Source: an optimization exercise on an open RTL-to-GDS flow (aim: small area, a short achievable clock period and few clock cycles). Production flows keep margins and buffers that such runs may drop. The RTL was checked by simulation tests, not by an equivalence proof against the original design.

## flow/design.v (module list and top-level ports; edited modules follow where they fit)
// module bmp_reduce: 846 lines
// module bmp_reduce_enc: 135 lines
// module bmp_reduce_dec1: 63 lines
// module bmp_reduce_dec3: 63 lines
// module bmp_reduce_dec5: 63 lines
// module bmp_reduce_cadd: 10 lines
module bmp_reduce #(
    parameter MAXW = 128
) (
    input  wire       clk,
    input  wire       rst,
    input  wire       start,
    input  wire [7:0] cfg_width,      
    input  wire       cfg_bpp4,       
    input  wire [1:0] cfg_dither,     
    input  wire [6:0] cfg_bright,     
    input  wire [6:0] cfg_contrast,   
    input  wire       cfg_order,      
    input  wire       cfg_invert,     
    input  wire       in_valid,
    output wire       in_ready,
    input  wire [7:0] in_b,
    input  wire [7:0] in_g,
    input  wire [7:0] in_r,
    output reg        out_valid,
    input  wire       out_ready,
    output wire [7:0] out_data
);
  // ...
==> flow/flow/run.sh <==
#!/bin/bash
# Standard layout, but the port buffers are buf_2 cells instead of the
# buffer_ports default (clkdlybuf4s50_1), which is slower and larger.
set -euo pipefail
export BUFFER_PORTS_ARGS="-buffer_cell sky130_fd_sc_hd__buf_2"
bash standard.sh > flow_standard.log 2>&1
==> flow/standard.sh <==
#!/bin/bash
# synth_recipe.tcl (not shown) runs the flow's synth.tcl, then flattens the netlist and writes it again
# the make line also repeats each setting of config.mk as NAME=value (left out here)
make -C /OpenROAD-flow-scripts/flow DESIGN_CONFIG=/design/flow/config.mk WORK_HOME=/design/flow/orfs CLKGATE_MAP_FILE= SYNTH_SCRIPT=/design/flow/synth_recipe.tcl "${@:-finish}"
==> flow/config.mk <==
export PLATFORM = sky130hd
export DESIGN_NAME = bmp_reduce
export DESIGN_NICKNAME = bmp_reduce
export VERILOG_FILES = /design/flow/design.v
export SDC_FILE = /design/flow/constraint.sdc
export NUM_CORES = 4
export LEC_CHECK = 0
export CAP_MARGIN = 20
export CORE_MARGIN = 2
export CORE_UTILIZATION = 60
export CTS_CLUSTER_DIAMETER = 80
export CTS_CLUSTER_SIZE = 30
export SLEW_MARGIN = 20
==> flow/constraint.sdc <==
create_clock -name core_clock -period 46.0 [get_ports {clk}]
set_input_delay 9.2000 -clock core_clock [delete_from_list [all_inputs] [get_ports {clk}]]
set_output_delay 9.2000 -clock core_clock [all_outputs]
set_load 0.01 [all_outputs]
==> results.ini, run 1 <==
[run_status]
status = complete, no violations

[grt]
grt.met1_usage = 0.318
grt_max_degree = 50

[critical_path]
rrSetupSlack_ns = 36.56
required_ns = 36.80
cp_slowest_cell = dfxtp_1
cp.depth = 1
crit_start = out_valid$_SDFF_PP0_

[hold_path]
whs_path_depth = 0

[timing]
tns_ns = 0
skew_ns = 0.0568
setup_ws_ns = 35.60
fmax_mhz = 96.1
period_minus_slack_ns = 10.40

[routing]
drc = 0
wire_per_inst_um = 17.1
routed_wl_um = 80300
drtAntennaViolNets = 0
highest_layer = met4

[clock_tree]
cts_hold_buf = 0
cts_made_buffers = 48
clock_path_buffers = 3
h-tree-depth = 2

[floorplanning]
initial_core_util = 0.607
die_area_um2 = 71500
fp.dieW_um = 267

[finish]
n_antenna_cell = 1
largest_reg_flops = 882
layout_commonest_cell = dfxtp_1
layout_common_cells = dfxtp_1 (1,001), inv_1 (434), ha_1 (231)
utilization = 0.649
multi_input_cells = 2080

[job]
maxCapViolations = 0

[logic_synthesis]
synthesis.nets = 4205
synthXorXnorAreaFrac = 0.0263
synth_seq_cells = 1075

Testbench counts, summed over its fixed seeds: cycles 30,136.
==> inputs of run 2 (changes only) <==
--- a/flow/design.v
+++ b/flow/design.v
@@ -36,65 +36,77 @@
             contrast <= cfg_contrast;
             order    <= cfg_order;
             invert   <= cfg_invert;
         end
     end
     wire [7:0] wm1    = width - 8'd1;
     wire       fsmode = !bpp4 && dither[0];
     reg        in_ready_r;
+    reg        va;           
+    reg        da;           
+    reg        pr;           
     reg  [7:0] xi;           
     reg  [6:0] g;            
-    reg  [1:0] z;            
+    reg  [1:0] zl;           
     assign in_ready = in_ready_r;
     wire accept = in_valid && in_ready_r;
     wire pop    = out_valid && out_ready;
-    wire       last_in = (xi == wm1);
-    wire       done_in = bpp4 ? (xi[0] || last_in) : (&xi[2:0] || last_in);
-    wire [7:0] xi_inc  = xi + 8'd1;
-    wire       done_nx = last_in ? (wm1 == 8'd0)
-                       : bpp4 ? (xi_inc[0] || xi_inc == wm1)
-                              : (&xi_inc[2:0] || xi_inc == wm1);
-    wire [2:0] s0 = {1'b0, z} + {2'b0, done_in};
-    wire [2:0] s1 = s0 + {2'b0, done_nx};
-    wire ok_a0 = pop ? (s0 <= 3'd4) : (s0 <= 3'd3);
-    wire ok_a1 = pop ? (s1 <= 3'd4) : (s1 <= 3'd3);
-    wire space_ok = accept ? ok_a1 : ok_a0;
-    wire g_wrap   = ({1'b0, g} >= wm1);
+    wire [7:0] xi_nx  = (xi == wm1) ? 8'd0 : xi + 8'd1;
+    wire [7:0] xc     = va ? xi_nx : xi;                  
+    wire [7:0] xc_nx  = (xc == wm1) ? 8'd0 : xc + 8'd1;
+    wire       dn0    = (xc == wm1) || (bpp4 ? xc[0] : &xc[2:0]);
+    wire       dn1    = (xc_nx == wm1) || (bpp4 ? xc_nx[0] : &xc_nx[2:0]);
+    wire [2:0] zc     = {1'b0, zl} + {2'b0, da} - {2'b0, pr};    
+    wire [2:0] c0  = zc + {2'b0, dn0};
+    wire [2:0] c1  = c0 + {2'b0, dn1};
+    wire ok00 = (c0 <= 3'd3);
+    wire ok01 = (c0 <= 3'd4);
+    wire ok10 = (c1 <= 3'd3);
+    wire ok11 = (c1 <= 3'd4);
+    wire [6:0] gn = va ? 7'd1 : ({1'b0, g} >= wm1) ? 7'd1 : g + 7'd1;
+    wire g_wrap   = ({1'b0, gn} >= wm1);
     wire w_small  = (wm1[7:1] == 7'd0);
-    wire phase_ok = !fsmode || (w_small ? !accept : (accept || g_wrap));
+    wire ph0 = !fsmode || (!w_small && g_wrap) || w_small;    
+    wire ph1 = !fsmode || !w_small;                           
+    wire rdy_a0 = ph0 && (out_ready && out_valid ? ok01 : ok00);
+    wire rdy_a1 = ph1 && (out_ready && out_valid ? ok11 : ok10);
     always @(posedge clk) begin
         if (rst) begin
             in_ready_r <= 1'b0;
-            z          <= 2'd0;
+            va         <= 1'b0;
+            da         <= 1'b0;
+            pr         <= 1'b0;
+            zl         <= 2'd0;
         end else begin
-            in_ready_r <= start || (phase_ok && space_ok);
-            z          <= z + {1'b0, accept && done_in} - {1'b0, pop};
+            in_ready_r <= start || (accept ? rdy_a1 : rdy_a0);
+            va         <= accept;
+            da         <= accept && dn0;
+            pr         <= pop;
+            zl         <= zc[1:0];
         end
     end
     always @(posedge clk) begin
         if (start) begin
             xi <= 8'd0;
             g  <= 7'h7f;
         end else begin
-            if (accept)
-                xi <= last_in ? 8'd0 : xi_inc;
-            g <= (accept || g_wrap) ? 7'd1 : g + 7'd1;
+            if (va)
+                xi <= xi_nx;
+            g <= gn;
         end
     end
-    reg va, vb, vc, ve, v2;
+    reg vb, vc, ve, v2;
     always @(posedge clk) begin
         if (rst) begin
-            va <= 1'b0;
             vb <= 1'b0;
             vc <= 1'b0;
             ve <= 1'b0;
             v2 <= 1'b0;
         end else begin
-            va <= accept;
             vb <= va;
             vc <= vb && !bpp4;
             ve <= vc;
             v2 <= ve;
         end
     end
     reg [7:0] ra, ga, ba;
     always @(posedge clk) begin
@@ -813,39 +825,51 @@
         end
     end
     always @(posedge clk) begin
         if (proc)
             acc <= packed_byte;
     end
     wire       push = proc && byte_done;
     wire [7:0] pd   = packed_byte ^ {8{invert}};
-    reg  [1:0] n;
-    reg  [7:0] q0, q1, q2;
+    reg  [7:0] q0, s0, s1;
+    reg        k1, k2;
+    reg        rp, wp;
     assign out_data = q0;
+    wire       take    = out_ready || !out_valid;      
+    wire [7:0] s_rd    = rp ? s1 : s0;
     always @(posedge clk) begin
-        if (pop ? (n >= 2'd2) : 1'b0)
-            q0 <= q1;
-        else if (pop || n == 2'd0)
-            q0 <= pd;
-        if (pop ? (n == 2'd3) : 1'b0)
-            q1 <= q2;
-        else if (pop ? (n == 2'd2) : (n == 2'd1))
-            q1 <= pd;
-        if (pop ? (n == 2'd3) : (n == 2'd2))
-            q2 <= pd;
+        if (take)
+            q0 <= k1 ? s_rd : pd;
+        if (push && !wp)
+            s0 <= pd;
+        if (push && wp)
+            s1 <= pd;
     end
-    wire [1:0] n_next = n + {1'b0, push} - {1'b0, pop};
+    wire k_in_t  = push && k1;         
+    wire k_in_h  = push;               
     always @(posedge clk) begin
         if (rst) begin
-            n         <= 2'd0;
             out_valid <= 1'b0;
+            k1        <= 1'b0;
+            k2        <= 1'b0;
+            rp        <= 1'b0;
+            wp        <= 1'b0;
         end else begin
-            n         <= n_next;
-            out_valid <= (n_next != 2'd0);
+            if (take) begin
+                out_valid <= k1 || push;
+                k1 <= k2 || k_in_t;
+                k2 <= k2 && k_in_t;
+                rp <= rp ^ k1;
+                wp <= wp ^ k_in_t;
+            end else begin
+                k1 <= k1 || k_in_h;
+                k2 <= k2 || (k1 && k_in_h);
+                wp <= wp ^ k_in_h;
+            end
         end
     end
 endmodule
 module bmp_reduce_enc (input wire [6:0] m, output reg [5:0] c);
     always @(*) begin
         case (m)
             7'd0: c = 6'd0;
             7'd1: c = 6'd0;
==> flow/config.mk (replaced) <==
export PLATFORM = sky130hd
export DESIGN_NAME = bmp_reduce
export DESIGN_NICKNAME = bmp_reduce
export VERILOG_FILES = /design/flow/design.v
export SDC_FILE = /design/flow/constraint.sdc
export NUM_CORES = 4
export LEC_CHECK = 0
export CAP_MARGIN = 20
export CORE_MARGIN = 2
export CORE_UTILIZATION = 72
export CTS_CLUSTER_DIAMETER = 80
export CTS_CLUSTER_SIZE = 30
export SLEW_MARGIN = 20
==> run 2 against run 1 <==
- count of clock-buffer cells in the layout increased by 1
- clock skew is 0.022 ns higher
- still clean on timing, DRC and antenna
- largest cell class unchanged
- non-clock buffer count decreased by 4
- fmax is 0.39% lower
==> results.ini, run 2 <==
[timing]
report.final.hold_viol_count = 0
setup_viol = 0
setup_ws_ns = 35.56  ; -0.0412 ns
period_minus_slack_ns = 10.44  ; +0.0412 ns
tns_ns = 0  ; unchanged
hold_slack_ns = 0.313
rsz0062_at_grt = no
worstMarginPinSlew_ns = 1.10
slew_headroom = 0.264
period_share = 0.227
slew_viol_final = 0
skew_ns = 0.0791  ; +0.0222 ns
fmax_mhz = 95.7  ; -0.39%

[routing]
routed_wl_um = 94400  ; +18%
drt_iter0_markers = 2000
dr.pass1.iters = 6
drtAntennaViolNets = 0  ; unchanged
wire_per_inst_um = 20.5  ; +20%
drc = 0  ; unchanged
vias_per_cell = 5.87
vias = 27025

[grt]
grt_max_degree = 46  ; -8.0%
first_global_vias = 28336
antenna_found_initial = 2
grt_pass1_wl_um = 152000
overflow = 0
grt_usage = 0.315

[floorplanning]
rows = 89
core_area_um2 = 58800
fp.dieW_um = 247  ; -7.5%
ios = 66
initial_core_util = 0.725  ; +0.119
die_area_um2 = 61200  ; -14%
die_h_um = 247

[critical_path]
arrival_ns = 1.24
cp_slowest_cell = edfxtp_1
path_delay_family = flip-flops
cp_max_fo = 1
worst-path-buf-inv = 1
critPathMaxStageDelay_ns = 0.41
start_kind = register
crit_type = reg -> out
required_ns = 36.80  ; about the same
rrSetupSlack_ns = 35.90  ; -0.66 ns
crit_chain = buf_2
crit_path_end_kind = output pin

[logic_synthesis]
yosysUniqueCellTypes = 114
synth_seq_cells = 1079  ; +0.37%
synth.area.top_cells = dfxtp_1 (47%), fa_1 (11%), ha_1 (7.0%), edfxtp_1 (5.1%), inv_1 (3.9%)
synth_edf_count = 73
synth_top_area_cell = dfxtp_1
async_flop_share = 0
ys.flop_type = dfxtp_1
postSynthAreaPerCell_um2 = 11.3
netlist_instances = 3780
ys_seq_area_frac = 0.524
synth_top_cell_area_share = 0.472
synthesis.nets = 4302  ; +2.3%
synthesis.area_um2 = 42700
synth_common_cells = dfxtp_1 (1,006), inv_1 (445), ha_1 (240)
synth_most_common_cell = dfxtp_1
ys_warn_count = 6

[clock_tree]
clkSinkCount = 1079
cts_setup_buffers = 0
tritoncts = done
cts_hold_buf = 0  ; unchanged
clk_pin_slew_ns = 0.11
h-tree-depth = 2  ; unchanged
ctsResizeCount = 0
clock_path_buffers = 3  ; unchanged
cts_made_buffers = 49  ; +2.1%
worstSkewPairLatency_ns = 0.68
clockRootBuffer = clkbuf_16

[place]
gp_congestion = 0.899
place_ws_ns = 35.45
dp_cells = 4530
portBuffers = 65
dpl.hpwl_um = 62200

[finish]
top_register = ring
layout_common_cells = dfxtp_1 (1,005), inv_1 (445), ha_1 (240)
drive_gt1_frac = 0.0760
layout_commonest_cell = dfxtp_1
final_nets = 4330
area_growth_pct = 6.12
final_cells = 4602
largest_reg_flops = 882  ; unchanged
largest_registers = ring (882), tq (13)

[hold_path]
min_path_type = reg -> reg

[job]
maxCapViolations = 0  ; unchanged

[run_status]
status = complete, no violations

-- run 2: logic make-up after synthesis --
family          share of synthesized area
xor+xnor                           0.0319
compound gates                      0.101
flops                               0.524
mux                                0.0247
simple gates                       0.0907
fa+ha+maj                           0.177
buf+inv                            0.0516
-- run 2: final timing paths --
path,startpoint,endpoint,cells after the start
setup / recovery,q0[5]$_DFFE_PN_,out_data[5],1
setup reg to reg,ra[7]$_DFF_P_,lq[7]$_DFF_P_,32
hold / removal,ring[14][3]$_DFF_P_,ring[15][3]$_DFF_P_,0
hold reg to reg,ring[14][3]$_DFF_P_,ring[15][3]$_DFF_P_,0
-- run 2: through the flow --
step	util	area, um2
after CTS	0.770	45300
after global routing	0.770	45300
final	0.770	45300
after floorplan	-	42700
after detailed placement	0.742	43600
after global placement	0.742	43600
-- run 2: final cells by class --
cell class	count	area (um2)
Antenna cell	2	5.00
Fill cell	3521	13500
Clock inverter	17	379
Multi-Input combinational cell	2137	18200
Sequential cell	1079	22300
Inverter	456	1710
Clock buffer	53	1240
Timing Repair Buffer	85	475
Tap cell	773	967
-- run 2: layer usage --
layer	routed length (um)	global-route usage	up-vias	share of wire
met5	0	0	-	0
met2	46700	0.550	1001	0.50
met4	4090	0.131	0	0.043
met1	38200	0.394	13233	0.40
met3	5400	0.0448	296	0.057
li1	-	-	12495	-
Testbench counts of run 2, summed over its fixed seeds: cycles 30,136.
==> inputs of run 3 (changes only) <==
--- a/flow/config.mk
+++ b/flow/config.mk
@@ -9,3 +9,3 @@
 export CORE_MARGIN = 2
-export CORE_UTILIZATION = 72
+export CORE_UTILIZATION = 60
 export CTS_CLUSTER_DIAMETER = 80
==> run 3 against run 2 <==
- largest cell class unchanged
- worst hold slack lost 0.018 ns
- routed wire length decreased by 14%
- first-iteration DRC count down 13%
- sequential cell count unchanged
- global-route usage down 9.2 points
- area after synthesis stayed put
==> results.ini, run 3 <==
[routing]
drc = 0  ; unchanged
dr.pass1.iters = 8  ; +2
drtAntennaViolNets = 0  ; unchanged
vias_per_cell = 5.37  ; -8.6%
drt_iter0_markers = 1733  ; -13%
wire_per_inst_um = 16.9  ; -17%
vias = 25602  ; -5.3%
routed_wl_um = 80700  ; -14%

[finish]
area_growth_pct = 6.72
layout_commonest_cell = dfxtp_1
fillers = 5523  ; +57%
largest_registers = ring (882), tq (13)
drive_gt1_frac = 0.0766  ; +0.000523
top_register = ring
final_cells = 4768  ; +3.6%
final_nets = 4331  ; +0.023%
utilization = 0.649  ; -0.121
layout_common_cells = dfxtp_1 (1,005), inv_1 (445), ha_1 (240)
largest_reg_flops = 882  ; unchanged

[grt]
overflow = 0  ; unchanged
first_global_vias = 26122  ; -7.8%
grt_pass1_wl_um = 134000  ; -12%
antenna_found_initial = 0  ; -2
grt_max_degree = 46  ; unchanged
grt_usage = 0.223  ; -0.0919

[logic_synthesis]
ys.flop_type = dfxtp_1
synth_seq_cells = 1079  ; unchanged
synth_common_cells = dfxtp_1 (1,006), inv_1 (445), ha_1 (240)
synth_top_area_cell = dfxtp_1
synthesis.nets = 4302  ; unchanged
async_flop_share = 0  ; unchanged
synth_most_common_cell = dfxtp_1
synth_edf_count = 73  ; unchanged
synth.area.top_cells = dfxtp_1 (47%), fa_1 (11%), ha_1 (7.0%), edfxtp_1 (5.1%), inv_1 (3.9%)
yosysUniqueCellTypes = 114  ; unchanged
synthesis.area_um2 = 42700  ; unchanged
netlist_instances = 3780  ; unchanged
postSynthAreaPerCell_um2 = 11.3  ; unchanged
synth_top_cell_area_share = 0.472  ; unchanged
ys_seq_area_frac = 0.524  ; unchanged
ys_warn_count = 6  ; unchanged

[critical_path]
required_ns = 36.80  ; about the same
path_delay_family = flip-flops
cp_slowest_cell = dfxtp_1
worst-path-buf-inv = 1  ; unchanged
arrival_ns = 1.22  ; -0.02 ns
cp_max_fo = 2  ; +1
start_kind = register
crit_type = reg -> out
crit_path_end_kind = output pin
rrSetupSlack_ns = 36.46  ; +0.56 ns
crit_chain = buf_2
critPathMaxStageDelay_ns = 0.42  ; about the same

[clock_tree]
clockRootBuffer = clkbuf_16
ctsResizeCount = 0  ; unchanged
cts_setup_buffers = 0  ; unchanged
clock_path_buffers = 3  ; unchanged
cts_hold_buf = 0  ; unchanged
h-tree-depth = 2  ; unchanged
clkSinkCount = 1079  ; unchanged
worstSkewPairLatency_ns = 0.65  ; -0.03 ns
clk_pin_slew_ns = 0.11  ; about the same
tritoncts = done
cts_made_buffers = 49  ; unchanged

[floorplanning]
ios = 66  ; unchanged
die_h_um = 271  ; +9.4%
initial_core_util = 0.608  ; -0.117
die_area_um2 = 73200  ; +20%
core_area_um2 = 70100  ; +19%
rows = 97  ; +9.0%
fp.dieW_um = 271  ; +9.4%

[timing]
tns_ns = 0  ; unchanged
fmax_mhz = 96.0  ; +0.28%
period_share = 0.226  ; -0.000626
setup_viol = 0  ; unchanged
slew_headroom = 0.275  ; +0.0107
rsz0062_at_grt = no
worstMarginPinSlew_ns = 1.09  ; -0.0119 ns
skew_ns = 0.0602  ; -0.0189 ns
period_minus_slack_ns = 10.42  ; -0.0288 ns
slew_viol_final = 0  ; unchanged
report.final.hold_viol_count = 0  ; unchanged

[place]
dpl.hpwl_um = 58600  ; -5.7%
dp_cells = 4698  ; +3.7%
portBuffers = 65  ; unchanged
gp_congestion = 0.867  ; -3.5%

[run_status]
status = complete, no violations

[hold_path]
min_path_type = reg -> reg

[job]
maxCapViolations = 0  ; unchanged

run 3: cell counts after synthesis:
No cell type changed its count.
run 3: logic make-up (layout without fill, tap and decap cells):
logic type,after synthesis,in the layout,share of synthesized area
AO/OA/AOI/OAI,638,638,0.101
XOR/XNOR,138,138,0.0319
adder cells (fa/ha/maj),468,468,0.177
buffers and inverters,564,611,0.0516
flip-flops,1079,1079,0.524
multiplexers,97,97,0.0247
other,0,1,0
AND/OR/NAND/NOR,796,796,0.0907
run 3: stage by stage:
| step | instance area (um2) | hold slack, ns | setup slack (ns) |
|---|---|---|---|
| 2_1_floorplan | 42700 | 0.310 | 35.97 |
| 3_3_place_gp | 43900 | 0.310 | 35.52 |
| 3_5_place_dp | 43900 | 0.312 | 35.43 |
| 4_1_cts | 45500 | 0.293 | 35.56 |
| 5_1_grt | 45500 | 0.315 | 35.55 |
| 6_report | 45500 | 0.295 | 35.58 |
run 3: worst paths after layout:
| check | cells past startpoint | end | startpoint |
|---|---|---|---|
| hold / removal | 0 | ring[3][0]$_DFF_P_ | ring[2][0]$_DFF_P_ |
| setup / recovery | 1 | in_ready | in_ready_r$_SDFF_PP0_ |
| setup reg to reg | 32 | lq[7]$_DFF_P_ | ra[4]$_DFF_P_ |
| hold reg to reg | 0 | ring[3][0]$_DFF_P_ | ring[2][0]$_DFF_P_ |
run 3: routing by layer:
layer / routed length (um) / GRT usage
met1: 38400 / 0.314
met3: 2860 / 0.0225
met5: 0 / 0
met2: 37800 / 0.371
met4: 1660 / 0.0558
run 3: cell type report:
class                      instances  area [um2]  area share
multi-input combinational       2137       18200       0.399
inverter                         456        1710      0.0377
antenna                            1        2.50   0.0000550
timing repair buffer              86         483      0.0106
sequential                      1079       22300       0.491
clock buffer                      53        1270      0.0280
tap                              940        1180      0.0258
clock inverter                    16         373     0.00819

## port drivers added, routing unchanged
How much do the figures lean on ideal ports? The routed layouts below were timed once more, with nothing changed but the port constraints.
Step 1, drivers: a clkbuf_16 drives clk and a buf_2 each remaining input, both assumed.
Step 2 also shifts input and output timing later by t, the mid clock arrival at the registers, as if the neighbouring blocks saw the same clock.
Three values: ideal ports, drivers, drivers and shift; two values: the first two.
| run | shift t [ns] | setup slack, ns | worst setup path after step 2 | worst data-port slew with drivers (ns) | pins driven straight from the clock port |
|---|---|---|---|---|---|
| run 1 | 0.683 | 35.597 / 35.534 / 35.053 | input to register | 0.13 | 1 |
| run 2 | 0.707 | 35.556 / 35.489 / 35.390 | input to register | 0.11 | 1 |
| run 3 | 0.699 | 35.584 / 35.519 / 35.440 | input to register | 0.09 | 1 |
After both steps setup and hold are still met in every run listed. For run 1, which loses most, drivers alone change the setup slack by -0.063 ns; drivers and shift together by -0.544 ns.
